Source: an optimization exercise on an open RTL-to-GDS flow (aim: small area). Production flows keep margins and buffers that such runs may drop.
Only simulation tests tie the RTL to the original design; equivalence was not proved.
No driver is modelled on the clock port, so clocking that relies on it looks cheaper here than on a real chip.
Power figures rest on the tool's default switching activity, not on a simulated workload.

Setup of v31:
Design hpf, start of the top module:
module hpf (
    input  wire        clk,
    input  wire        rst,           
    input  wire        op_valid,
    output wire        op_ready,
    input  wire [3:0]  op_sel,
    input  wire [7:0]  op_cmd,        
    input  wire [7:0]  op_plen,       
    input  wire [8:0]  op_flen,       
    input  wire [15:0] op_alg,        
    input  wire        pl_valid,
    input  wire [7:0]  pl_data,
    output wire        pl_ready,
    output wire        tx_valid,
    output wire [7:0]  tx_data,
    input  wire        tx_ready,
    input  wire        rx_valid,
    input  wire        rx_timeout,
    input  wire [7:0]  rx_data,
    output wire        rx_ready,
    output reg         done,
    output wire        busy,
    output reg  [2:0]  session,
    output wire [15:0] mode,
    output reg         mode_valid,
    output wire [2:0]  res_kind,
    output reg         fb_valid,
    output wire [8:0]  fb_len,
    output reg         info_valid,
    output wire [7:0]  info_n,
    output reg  [15:0] info_pkt,
    output reg  [15:0] info_id,
    output reg  [7:0]  det_count,
    output wire [3:0]  err_cause,
    output wire [8:0]  err_len,
    output wire        close_strobe,
    output wire        det_valid,
    output wire [7:0]  det_kind,
    output wire [15:0] det_ax,
    output wire [15:0] det_ay,
    output wire [15:0] det_bx,
    output wire [15:0] det_by
);
    localparam [3:0] OP_OPEN = 4'h1, OP_SEND = 4'h2, OP_READ_FRAME = 4'h3,
                     OP_READ_RESP = 4'h4, OP_KNOCK = 4'h5, OP_SET_MODE = 4'h6,
                     OP_POLL = 4'h7, OP_CLOSE = 4'h8;
    localparam [2:0] SS_UNINIT = 3'd0, SS_CONN = 3'd1, SS_MODESET = 3'd2,
                     SS_POLLING = 3'd3, SS_CLOSED = 3'd4;
    localparam [2:0] RK_NONE = 3'd0, RK_DONE = 3'd1, RK_FRAME = 3'd2,
                     RK_ACK = 3'd3, RK_SINGLE = 3'd4, RK_DET = 3'd5;
    localparam [3:0] E_TIMEOUT = 4'd1, E_BAD_PREFIX = 4'd2, E_BAD_CSUM = 4'd3,
                     E_ACK_MISMATCH = 4'd4, E_UNKNOWN_CMD = 4'd5,
                     E_UNEXPECTED_CMD = 4'd8, E_BAD_STATE = 4'd9, E_CONTRACT = 4'd10;
    localparam [2:0] K_FRAME = 3'd4, K_RESP = 3'd1, K_SEND = 3'd0, K_POLL = 3'd3,
                     K_KNOCK = 3'd6, K_SETMODE = 3'd7;
    reg        tx_ph;               
    reg        rx_ph;               
    reg [2:0]  kop;
    reg [8:0]  idx;                 
    reg [7:0]  acc;                 
  ...
For scale: ~730 cells after synthesis, ~140 flip-flops, roughly 0.0073 sq mm of cells after synthesis.
export LEC_CHECK = 0
export CAP_MARGIN = 0
export CORE_MARGIN = 2
export CORE_UTILIZATION = 40
export SLEW_MARGIN = 0
create_clock -name core_clock -period 8.0 [get_ports {clk}]
standard.sh (not shown) runs the stock make flow with config.mk's settings and CLKGATE_MAP_FILE= SYNTH_SCRIPT=/design/flow/synth_recipe.tcl, a recipe that flattens the netlist after the stock synthesis.
==> flow/flow/run.sh <==
#!/bin/bash
# The standard layout with: an area-oriented ABC mapping in synthesis (flow/synth_override.tcl,
# registers unchanged), buf_1 port buffers, and a clock tree of clkbuf_8 that is then
# downsized, leaves first, where the flip-flop clock slew allows (flow/post_cts.tcl).
set -euo pipefail
here=$(pwd)
{ head -1 synth_recipe.tcl; cat flow/synth_override.tcl; tail -n +2 synth_recipe.tcl; } > my_synth.tcl
sed "s#synth_recipe.tcl#my_synth.tcl#" standard.sh > my_standard.sh
export BUFFER_PORTS_ARGS="-buffer_cell sky130_fd_sc_hd__buf_1"
export CTS_ARGS="-sink_clustering_enable -repair_clock_nets -buf_list sky130_fd_sc_hd__clkbuf_8 -root_buf sky130_fd_sc_hd__clkbuf_8 -dont_use_dummy_load"
export POST_CTS_TCL="$here/flow/post_cts.tcl"
bash my_standard.sh > standard.log 2>&1
==> flow/flow/post_cts.tcl <==
proc hpf_worst_clk_slew {} {
  estimate_parasitics -placement
  set w 0
  foreach p [get_pins -of_objects [all_registers] -filter "name == CLK"] {
    set s [get_property $p slew_max]
    if {$s > $w} { set w $s }
  }
  return $w
}
proc hpf_is_leaf {inst} {
  foreach p [get_pins -of_objects $inst -filter "direction == output"] {
    foreach l [get_pins -of_objects [get_nets -of_objects $p] -filter "direction == input"] {
      if {[get_property $l name] eq "CLK"} { return 1 }
    }
  }
  return 0
}
set hpf_limit 0.120
puts "post_cts: worst clock pin slew before [hpf_worst_clk_slew]"
set hpf_leaves {}
set hpf_upper {}
foreach inst [get_cells *] {
  if {[get_property $inst ref_name] ne "sky130_fd_sc_hd__clkbuf_8"} { continue }
  if {[hpf_is_leaf $inst]} { lappend hpf_leaves $inst } else { lappend hpf_upper $inst }
}
foreach inst [concat $hpf_leaves $hpf_upper] {
  foreach cand {sky130_fd_sc_hd__clkbuf_2 sky130_fd_sc_hd__clkbuf_4} {
    replace_cell $inst $cand
    set w [hpf_worst_clk_slew]
    if {$w <= $hpf_limit} {
      puts "post_cts: [get_name $inst] -> $cand (worst slew $w)"
      break
    }
    replace_cell $inst sky130_fd_sc_hd__clkbuf_8
  }
}
puts "post_cts: worst clock pin slew after [hpf_worst_clk_slew]"
detailed_placement
check_placement -verbose
estimate_parasitics -placement
==> flow/flow/synth_override.tcl <==
# Technology mapping for area: two rounds of ABC restructuring (&deepsyn, 200 s each), each
# followed by three rounds of mapping with area recovery, at the real clock period (ps), and adders are left to ABC (no Kogge-Stone carry map, no full-adder
# extraction). Registers, flattening and renaming are exactly the standard synthesis's.
set ::my_abc_script {+strash;&get,-n;&deepsyn,-T,200;&st;&dc2;&dch,-f;&nf,-R,1000;&st;&dc2;&dch,-f;&nf,-R,1000;&st;&dc2;&dch,-f;&nf,-R,1000;&st;&deepsyn,-T,200;&st;&dc2;&dch,-f;&nf,-R,1000;&st;&dc2;&dch,-f;&nf,-R,1000;&st;&dc2;&dch,-f;&nf,-R,1000;&put}
proc abc {args} {
  set a {}
  set skip 0
  foreach x $args {
    if {$skip} { set skip 0; continue }
    if {$x eq "-script" || $x eq "-D"} { set skip 1; continue }
    lappend a $x
  }
  yosys abc -script $::my_abc_script -D 8000 {*}$a
}
proc synth {args} {
  set a {}
  set skip 0
  foreach x $args {
    if {$skip} { set skip 0; continue }
    if {$x eq "-extra-map"} { set skip 1; continue }
    lappend a $x
  }
  yosys synth -nofsm -noshare {*}$a
}
proc extract_fa {args} {}
The flow did not stop early for v31: all stages ran, and the layout cleared the timing, design-rule and antenna checks.
Changes in v53 relative to v31:
--- a/flow/flow/run.sh
+++ b/flow/flow/run.sh
@@ -3,3 +3,3 @@
 # registers unchanged), buf_1 port buffers, and a clock tree of clkbuf_8 that is then
-# downsized, leaves first, where the flip-flop clock slew allows (flow/post_cts.tcl).
+# downsized where the flip-flop clock slew allows (flow/post_cts.tcl).
 set -euo pipefail
==> flow/flow/post_cts.tcl <==
proc hpf_worst_clk_slew {} {
  estimate_parasitics -placement
  set w 0
  foreach p [get_pins -of_objects [all_registers] -filter "name == CLK"] {
    set s [get_property $p slew_max]
    if {$s > $w} { set w $s }
  }
  return $w
}
set hpf_limit 0.115
puts "post_cts: worst clock pin slew before [hpf_worst_clk_slew]"
foreach inst [get_cells *] {
  set m [get_property $inst ref_name]
  if {$m ne "sky130_fd_sc_hd__clkbuf_8"} { continue }
  foreach cand {sky130_fd_sc_hd__clkbuf_2 sky130_fd_sc_hd__clkbuf_4} {
    replace_cell $inst $cand
    set w [hpf_worst_clk_slew]
    if {$w <= $hpf_limit} {
      puts "post_cts: [get_name $inst] -> $cand (worst slew $w)"
      break
    }
    replace_cell $inst sky130_fd_sc_hd__clkbuf_8
  }
}
puts "post_cts: worst clock pin slew after [hpf_worst_clk_slew]"
detailed_placement
check_placement -verbose
estimate_parasitics -placement
==> flow/flow/synth_override.tcl <==
# Technology mapping for area: ABC restructures the logic (&deepsyn, 90 s), then maps it
# with area recovery, five rounds, at the real clock period (ps), and adders are left to ABC (no Kogge-Stone carry map, no full-adder
# extraction). Registers, flattening and renaming are exactly the standard synthesis's.
set ::my_abc_script {+strash;&get,-n;&deepsyn,-T,90;&st;&dc2;&dch,-f;&nf,-R,1000;&st;&dc2;&dch,-f;&nf,-R,1000;&st;&dc2;&dch,-f;&nf,-R,1000;&st;&dc2;&dch,-f;&nf,-R,1000;&st;&dc2;&dch,-f;&nf,-R,1000;&put}
proc abc {args} {
  set a {}
  set skip 0
  foreach x $args {
    if {$skip} { set skip 0; continue }
    if {$x eq "-script" || $x eq "-D"} { set skip 1; continue }
    lappend a $x
  }
  yosys abc -script $::my_abc_script -D 8000 {*}$a
}
proc synth {args} {
  set a {}
  set skip 0
  foreach x $args {
    if {$skip} { set skip 0; continue }
    if {$x eq "-extra-map"} { set skip 1; continue }
    lappend a $x
  }
  yosys synth -nofsm -noshare {*}$a
}
proc extract_fa {args} {}
==> run summary <==
- Of v53 and v31, the run reporting the lower largest fanout on the critical path was v53.
- Diff v31 -> v53: final area held steady; number of multi-input combinational cells in the layout decreased by 11 relative to the old numbers.
- Via count, v53 vs v31: down slightly
- Compared with v31, in v53 total number of cells along the worst setup path now larger, time the worst path needs with I/O delays and setup has increased, signal arrival time at the worst endpoint picked up an extra 0.15 ns, instance area at placement did not really move, cell count after placement has decreased.
- Reported for v53 and v31, final-report hold violation count turned out identical to the last digit.
- Sequential share of layout area essentially unchanged between v53 and v31.
Relative to v53, the following input files were edited for v36:
--- a/flow/flow/run.sh
+++ b/flow/flow/run.sh
@@ -3,3 +3,3 @@
 # registers unchanged), buf_1 port buffers, and a clock tree of clkbuf_8 that is then
-# downsized where the flip-flop clock slew allows (flow/post_cts.tcl).
+# downsized, leaves first, where the flip-flop clock slew allows (flow/post_cts.tcl).
 set -euo pipefail
--- a/flow/flow/post_cts.tcl
+++ b/flow/flow/post_cts.tcl
@@ -9,7 +9,19 @@
 }
-set hpf_limit 0.115
+proc hpf_is_leaf {inst} {
+  foreach p [get_pins -of_objects $inst -filter "direction == output"] {
+    foreach l [get_pins -of_objects [get_nets -of_objects $p] -filter "direction == input"] {
+      if {[get_property $l name] eq "CLK"} { return 1 }
+    }
+  }
+  return 0
+}
+set hpf_limit 0.120
 puts "post_cts: worst clock pin slew before [hpf_worst_clk_slew]"
+set hpf_leaves {}
+set hpf_upper {}
 foreach inst [get_cells *] {
-  set m [get_property $inst ref_name]
-  if {$m ne "sky130_fd_sc_hd__clkbuf_8"} { continue }
+  if {[get_property $inst ref_name] ne "sky130_fd_sc_hd__clkbuf_8"} { continue }
+  if {[hpf_is_leaf $inst]} { lappend hpf_leaves $inst } else { lappend hpf_upper $inst }
+}
+foreach inst [concat $hpf_leaves $hpf_upper] {
   foreach cand {sky130_fd_sc_hd__clkbuf_2 sky130_fd_sc_hd__clkbuf_4} {
## What came out
On average wire length per cell after detail routing, v36 and v53 are neck and neck. The combinational logic power on v36 is in line with that on v53. On first-iteration DRC count: v36 sits below v53. Between v36 and v53, part of the power in the clock network is lower for v36, v53 comes in above that. v36 ended up with a lower final clock period utilization by the worst path than v53 did. Compare v36 and v53 | routed metal-1 wirelength lower: v36. Of the two values seen for source of the critical timing path, rx_data[1] was produced by v36 and kop[2]$_DFFE_PP_ by v53. Changes observed in v36 relative to v53: core utilization ~0 delta; time the final worst path needs with I/O delays and setup -0.093 ns; count of buffer and inverter cells on the critical path has increased.
[inputs] v50 vs v36
--- a/flow/flow/synth_override.tcl
+++ b/flow/flow/synth_override.tcl
@@ -1,5 +1,6 @@
-# Technology mapping for area: ABC restructures the logic (&deepsyn, 90 s), then maps it
+# Technology mapping for area: ABC restructures the logic (&deepsyn until 300 steps bring no
+# gain, at most 20 min), then maps it
 # with area recovery, five rounds, at the real clock period (ps), and adders are left to ABC (no Kogge-Stone carry map, no full-adder
 # extraction). Registers, flattening and renaming are exactly the standard synthesis's.
-set ::my_abc_script {+strash;&get,-n;&deepsyn,-T,90;&st;&dc2;&dch,-f;&nf,-R,1000;&st;&dc2;&dch,-f;&nf,-R,1000;&st;&dc2;&dch,-f;&nf,-R,1000;&st;&dc2;&dch,-f;&nf,-R,1000;&st;&dc2;&dch,-f;&nf,-R,1000;&put}
+set ::my_abc_script {+strash;&get,-n;&deepsyn,-J,300,-T,1200;&st;&dc2;&dch,-f;&nf,-R,1000;&st;&dc2;&dch,-f;&nf,-R,1000;&st;&dc2;&dch,-f;&nf,-R,1000;&st;&dc2;&dch,-f;&nf,-R,1000;&st;&dc2;&dch,-f;&nf,-R,1000;&put}
 proc abc {args} {
Results
Delta (v50 minus v36): power in combinational cells barely changed; area added between synthesis and finish barely changed. Re final area: no difference whatsoever between v50 and v36. For worst hold slack, v50 and v36 come out practically identical.

-- afterwards: timing with drivers on the ports --
In the flow no input, the clock included, has a driving cell. The finished layouts below were timed again as built, in two steps. Step 1 (the two cells are an assumption about what drives the block):
set clk [get_ports {clk}]
set_driving_cell -lib_cell sky130_fd_sc_hd__clkbuf_16 $clk
set_driving_cell -lib_cell sky130_fd_sc_hd__buf_2 [delete_from_list [all_inputs] $clk]
Step 2 times the ports against the registers' clock, not the clock port: input delays grow and output delays shrink by t, the midpoint of the rising clock arrivals with the driver on. a / b / c = no drivers / after step 1 / after step 2; a / b = the first two.
| run | t, ns | setup WS [ns] | hold slack, ns | worst setup path after step 2 | latest minus earliest clock arrival (ns) |
|---|---|---|---|---|---|
| v31 | 0.457 | 2.698 / 2.670 / 2.315 | 0.448 / 0.448 / 0.448 | input to register | 0.040 / 0.040 |
| v53 | 0.762 | 2.553 / 2.514 / 2.607 | 0.441 / 0.441 / 0.441 | input to output | 0.046 / 0.046 |
| v36 | 0.578 | 2.646 / 2.622 / 2.622 | 0.428 / 0.428 / 0.428 | input to output | 0.038 / 0.039 |
| v50 | 0.578 | 2.646 / 2.622 / 2.622 | 0.428 / 0.428 / 0.428 | input to output | 0.038 / 0.039 |
After both steps every run listed still meets setup and hold. The setup slack of v31, which loses most, moves by -0.028 ns with the drivers and by -0.383 ns with both steps.
